From an optimization exercise on the open Yosys and OpenROAD flow, aimed at small area, a short achievable clock period and few clock cycles; shortcuts taken in it are not production practice.
At most, simulation tests tie the RTL to the original design; equivalence was not proved.
Power figures rest on the tool's default switching activity, not on a simulated workload.

## MS
Design fha_sponge, start of the top module:
module fha_sponge (
    input  wire        clk,
    input  wire        rst,         
    input  wire        bus_we,
    input  wire [1:0]  bus_addr,
    input  wire [31:0] bus_wdata,
    output reg  [31:0] bus_rdata
);
==> flow/config.mk <==
export PLATFORM = sky130hd
export DESIGN_NAME = fha_sponge
export DESIGN_NICKNAME = fha_sponge
export VERILOG_FILES = /design/flow/design.v
export SDC_FILE = /design/flow/constraint.sdc
export NUM_CORES = 8
export LEC_CHECK = 0
export ABC_CLOCK_PERIOD_IN_PS = 9000
export CAP_MARGIN = 30
export CORE_MARGIN = 2
export CORE_UTILIZATION = 40
export CTS_CLUSTER_DIAMETER = 60
export CTS_CLUSTER_SIZE = 25
export SLEW_MARGIN = 30
==> flow/constraint.sdc <==
create_clock -name core_clock -period 20.0 [get_ports {clk}]
set_input_delay 4.0000 -clock core_clock [delete_from_list [all_inputs] [get_ports {clk}]]
set_output_delay 4.0000 -clock core_clock [all_outputs]
set_load 0.01 [all_outputs]
standard.sh (not shown) runs the stock make flow with config.mk's settings and CLKGATE_MAP_FILE= SYNTH_SCRIPT=/design/flow/synth_recipe.tcl, a recipe that flattens the netlist after the stock synthesis.
==> flow/flow/run.sh <==
#!/bin/bash
# Standard layout, with timing repair aiming for a setup slack of 11 ns
# (a tighter target than the 20 ns clock) so the achieved period improves.
set -euo pipefail
bash standard.sh SETUP_SLACK_MARGIN=11.3 finish > layout.log 2>&1
MS completed; timing, DRC and antenna clean
Testbench counts of MS, summed over its fixed seeds: cycles 36,595.
The inputs of AL differ from those of MS as listed below.
--- a/flow/design.v
+++ b/flow/design.v
@@ -212,17 +212,18 @@
     wire do_fin  = ok_fin && acc;
     wire do_sq   = ok_sq && !sq_perm && acc;
     wire seek    = (ok_abs || ok_fin || (ok_sq && !sq_perm)) && !acc;
     wire abs_end = do_abs && (fill + 7'd1 == rate);
     wire lane_end = (do_abs || do_sq) && (bi == 3'd7);
     wire exec_done = e_illegal || is_clrerr || e_config || e_seq ||
                      (do_abs && !abs_end) || do_sq;
     wire exec_perm = abs_end || do_fin || sq_perm;
-    wire perm_go   = (fsm == S_PERM) && (aoff == 3'd0) && (boff == 3'd0);
+    wire a_next0   = (aoff == 3'd0) || (aoff == 3'd7);    
+    wire perm_go   = (fsm == S_PERM) && (boff == 3'd0) && (pre ? a_next0 : (aoff == 3'd0));
     wire pre_step  = perm_go && pre;
     wire perm_step = perm_go && !pre;
     wire init_step = (fsm == S_INIT);
     wire [63:0] rc;
     wire [63:0] f_a, f_r, f_b, f_c;
     fha_rc_rom u_rom (.round(rnd), .lane(stp), .rc(rc));
     fha_round_s1 u_f1 (
         .sel(s1oh),
@@ -301,25 +302,25 @@
         f1a <= f_a;
         f1r <= f_r;
         if (pre_step) begin
             pre  <= 1'b0;
             s1oh <= {s1oh[6:0], s1oh[7]};
         end
         if (sh_a && !perm_step && !init_step) aoff <= aoff + 3'd1;
         if (sh_b && !perm_go && !init_step) boff <= boff + 3'd1;
+        tacc <= soh[0] ? f_c : t_all;    
         if (perm_step) begin
             stp  <= stp + 3'd1;
             soh  <= {soh[6:0], soh[7]};
             if (!soh[7]) s1oh <= {s1oh[6:0], s1oh[7]};
             if (soh[7]) begin
                 rnd <= rnd + 3'd1;
                 pre <= 1'b1;
             end
-            tacc <= soh[0] ? f_c : t_all;
             if (soh[0]) begin
                 a0r <= f1a;
                 b0r <= f_b;
             end
             if (soh[1]) b1r <= f_b;
         end
         if (init_step) stp <= stp + 3'd1;
         rot_a <= exec && lane_end && !head_b;
[summary]
AL completed end to end with timing, DRC and antenna clean.
AL vs. MS: total design power went down by about 35%.
Per the comparison of AL with MS, flip-flop and latch count comparable; post-route cell area comparable; routed wire length now larger; total cell area at the placement stage now larger; met2 track demand over resource now larger.
Count of buffer and inverter cells on the critical path | AL above MS
Only the layout flow was run in AL; the RTL was not checked for function there.


== run D ==
fha_sponge, a different RTL version from the one above (not shown whole).
Size in the first run: ~7100 cells after synthesis, about 1500 flip-flops, about 69 I/O pins.
==> flow/design.v (excerpt) <==
module fha_sponge (
    input  wire        clk,
    input  wire        rst,         
    input  wire        bus_we,
    input  wire [1:0]  bus_addr,
    input  wire [31:0] bus_wdata,
    output reg  [31:0] bus_rdata
);
clock: 20.0 ns
lec_check: 0
abc_clock_period_in_ps: 9000
cap_margin: 30
core_margin: 2
core_utilization: 40
slew_margin: 30
==> flow/flow/run.sh <==
#!/bin/bash
# Standard layout, with timing repair aiming for a setup slack of 11 ns
# (a tighter target than the 20 ns clock) so the achieved period improves.
set -euo pipefail
bash standard.sh SETUP_SLACK_MARGIN=11 finish > layout.log 2>&1
Inputs modified between run D and run A:
-- flow/design.v --
<<< run D, line 167
    reg [2:0]    aoff;
    reg [2:0]    boff;
    reg [63:0]   tacc;
    reg [63:0]   a0r;
>>> run A, line 167
    reg [2:0]    aoff;
    reg [2:0]    boff;
    reg          rot_a;   
    reg          rot_b;   
    reg [63:0]   tacc;
    reg [63:0]   a0r;
<<< run D, line 181
    wire [6:0] rate = rsel ? 7'd96 : 7'd64;
    wire cmd_write = bus_we && (bus_addr == 2'd0);
    wire exec = (fsm == S_IDLE) ? cmd_write : (fsm == S_CMD);
    wire [31:0] w = bus_wdata;
    wire [14:0] wdec = {w[15:8], (w[23:16] == 8'h60), (w[23:16] == 8'h40) || (w[23:16] == 8'h60),
>>> run A, line 183
    wire [6:0] rate = rsel ? 7'd96 : 7'd64;
    wire cmd_write = bus_we && (bus_addr == 2'd0);
    wire rotp = rot_a || rot_b;
    wire exec = !rotp && ((fsm == S_IDLE) ? cmd_write : (fsm == S_CMD));
    wire [31:0] w = bus_wdata;
    wire [14:0] wdec = {w[15:8], (w[23:16] == 8'h60), (w[23:16] == 8'h40) || (w[23:16] == 8'h60),
<<< run D, line 219
    wire perm_step = perm_go && !pre;
    wire init_step = (fsm == S_INIT);
    wire [63:0] rc;
    wire [63:0] f_a, f_r, f_b, f_c;
    fha_rc_rom u_rom (.round(rnd), .lane(stp), .rc(rc));
    fha_round_s1 u_f1 (
        .sel(s1oh),
>>> run A, line 222
    wire perm_step = perm_go && !pre;
    wire init_step = (fsm == S_INIT);
    wire [63:0] rc_n;
    reg  [63:0] rc;      
    wire [63:0] f_a, f_r, f_b, f_c;
    fha_rc_rom u_rom (.round(rnd), .lane(pre ? stp : stp + 3'd1), .rc(rc_n));
    fha_round_s1 u_f1 (
        .sel(s1oh),
<<< run D, line 248
    wire [63:0] xa = head_b ? 64'd0 : xlane;
    wire [63:0] xb = head_b ? xlane : 64'd0;
    wire ex_rot = exec && (seek || lane_end);
    wire sh_a = perm_step || init_step || (ex_rot && !head_b) ||
                ((fsm == S_PERM) && (aoff != 3'd0));
    wire sh_b = perm_go || init_step || (ex_rot && head_b) ||
                ((fsm == S_PERM) && (boff != 3'd0));
    reg [63:0] init_lane;
>>> run A, line 252
    wire [63:0] xa = head_b ? 64'd0 : xlane;
    wire [63:0] xb = head_b ? xlane : 64'd0;
    wire ex_rot = exec && (fsm == S_CMD) && seek;
    wire sh_a = perm_step || init_step || (ex_rot && !head_b) || rot_a ||
                ((fsm == S_PERM) && (aoff != 3'd0));
    wire sh_b = perm_go || init_step || (ex_rot && head_b) || rot_b ||
                ((fsm == S_PERM) && (boff != 3'd0));
    reg [63:0] init_lane;
<<< run D, line 295
        ra <= ra_n;
        rb <= rb_n;
        xl <= rb[63:0];
        f1a <= f_a;
>>> run A, line 299
        ra <= ra_n;
        rb <= rb_n;
        rc <= rc_n;
        xl <= rb[63:0];
        f1a <= f_a;
<<< run D, line 320
        end
        if (init_step) stp <= stp + 3'd1;
        if (rst) begin
            fsm    <= S_IDLE;
            fill   <= 7'd0;
>>> run A, line 325
        end
        if (init_step) stp <= stp + 3'd1;
        rot_a <= exec && lane_end && !head_b;
        rot_b <= exec && lane_end && head_b;
        if (rst) begin
            rot_a  <= 1'b0;
            rot_b  <= 1'b0;
            fsm    <= S_IDLE;
            fill   <= 7'd0;
<<< run D, line 390
                else if (is_init)           fsm <= S_INIT;
                else                        fsm <= S_CMD;
            end else if (completing) begin
                fsm <= S_IDLE;
>>> run A, line 399
                else if (is_init)           fsm <= S_INIT;
                else                        fsm <= S_CMD;
            end else if (accept) begin
                fsm <= S_CMD;        
            end else if (completing) begin
                fsm <= S_IDLE;
<<< run D, line 396
    end
    wire [31:0] status = {9'd0, outpos, 1'b0, fill, err, rsel, sqz, v, busy};
    always @* begin
        case (bus_addr)
            2'd1:    bus_rdata = status;
            2'd2:    bus_rdata = {24'd0, dout};
            default: bus_rdata = 32'd0;
        endcase
    end
endmodule
>>> run A, line 407
    end
    wire [31:0] status = {9'd0, outpos, 1'b0, fill, err, rsel, sqz, v, busy};
    wire rd_status = !bus_addr[1] &&  bus_addr[0];
    wire rd_dout   =  bus_addr[1] && !bus_addr[0];
    always @* begin
        bus_rdata = ({32{rd_status}} & status) | ({32{rd_dout}} & {24'd0, dout});
    end
endmodule
Notes after the runs:
Between run D and run A, global routing usage summed across all routing layers decreased. Summary of run A over run D: via count shows a reduction of 0.46%, worst hold slack saw an increase. Diff run D -> run A | upper clock frequency limit | increase of 1.1%. Compare run A and run D | critical path depth lower: run A. In the tables for run A and run D, full die area reads higher with run A.
Function was not checked in any run of this note: the RTL went through the layout flow alone.

## port drivers added, routing unchanged
In the flow no input, the clock included, has a driving cell. The finished layouts below were timed again as built, in two steps. Step 1 sets driving cells, clkbuf_16 on the clock port and buf_2 on the other inputs (assumed; they add their load-dependent delay and slew). Step 2 times the ports against the registers' clock, not the clock port: input delays grow and output delays shrink by t, the midpoint of the rising clock arrivals with the driver on. Three values: no drivers, after step 1, after step 2; two values: the first two.
| run | t, ns | slack for setup (ns) | latest minus earliest clock arrival (ns) | slew at the worst register clock pin (ns) | cell pins on the clock port's net |
|---|---|---|---|---|---|
| MS | 0.908 | 11.155 / 11.095 / 10.468 | 0.073 / 0.073 | 0.10 / 0.10 | 1 |
| AL | 0.880 | 11.075 / 11.022 / 10.565 | 0.094 / 0.094 | 0.10 / 0.10 | 1 |
| run D | 0.913 | 10.997 / 10.997 / 10.254 | 0.076 / 0.076 | 0.07 / 0.07 | 1 |
| run A | 0.932 | 11.099 / 11.074 / 10.243 | 0.087 / 0.087 | 0.08 / 0.08 | 1 |
After both steps setup and hold are still met in every run listed. The setup slack of run A, which loses most, moves by -0.025 ns with the drivers and by -0.856 ns with both steps.
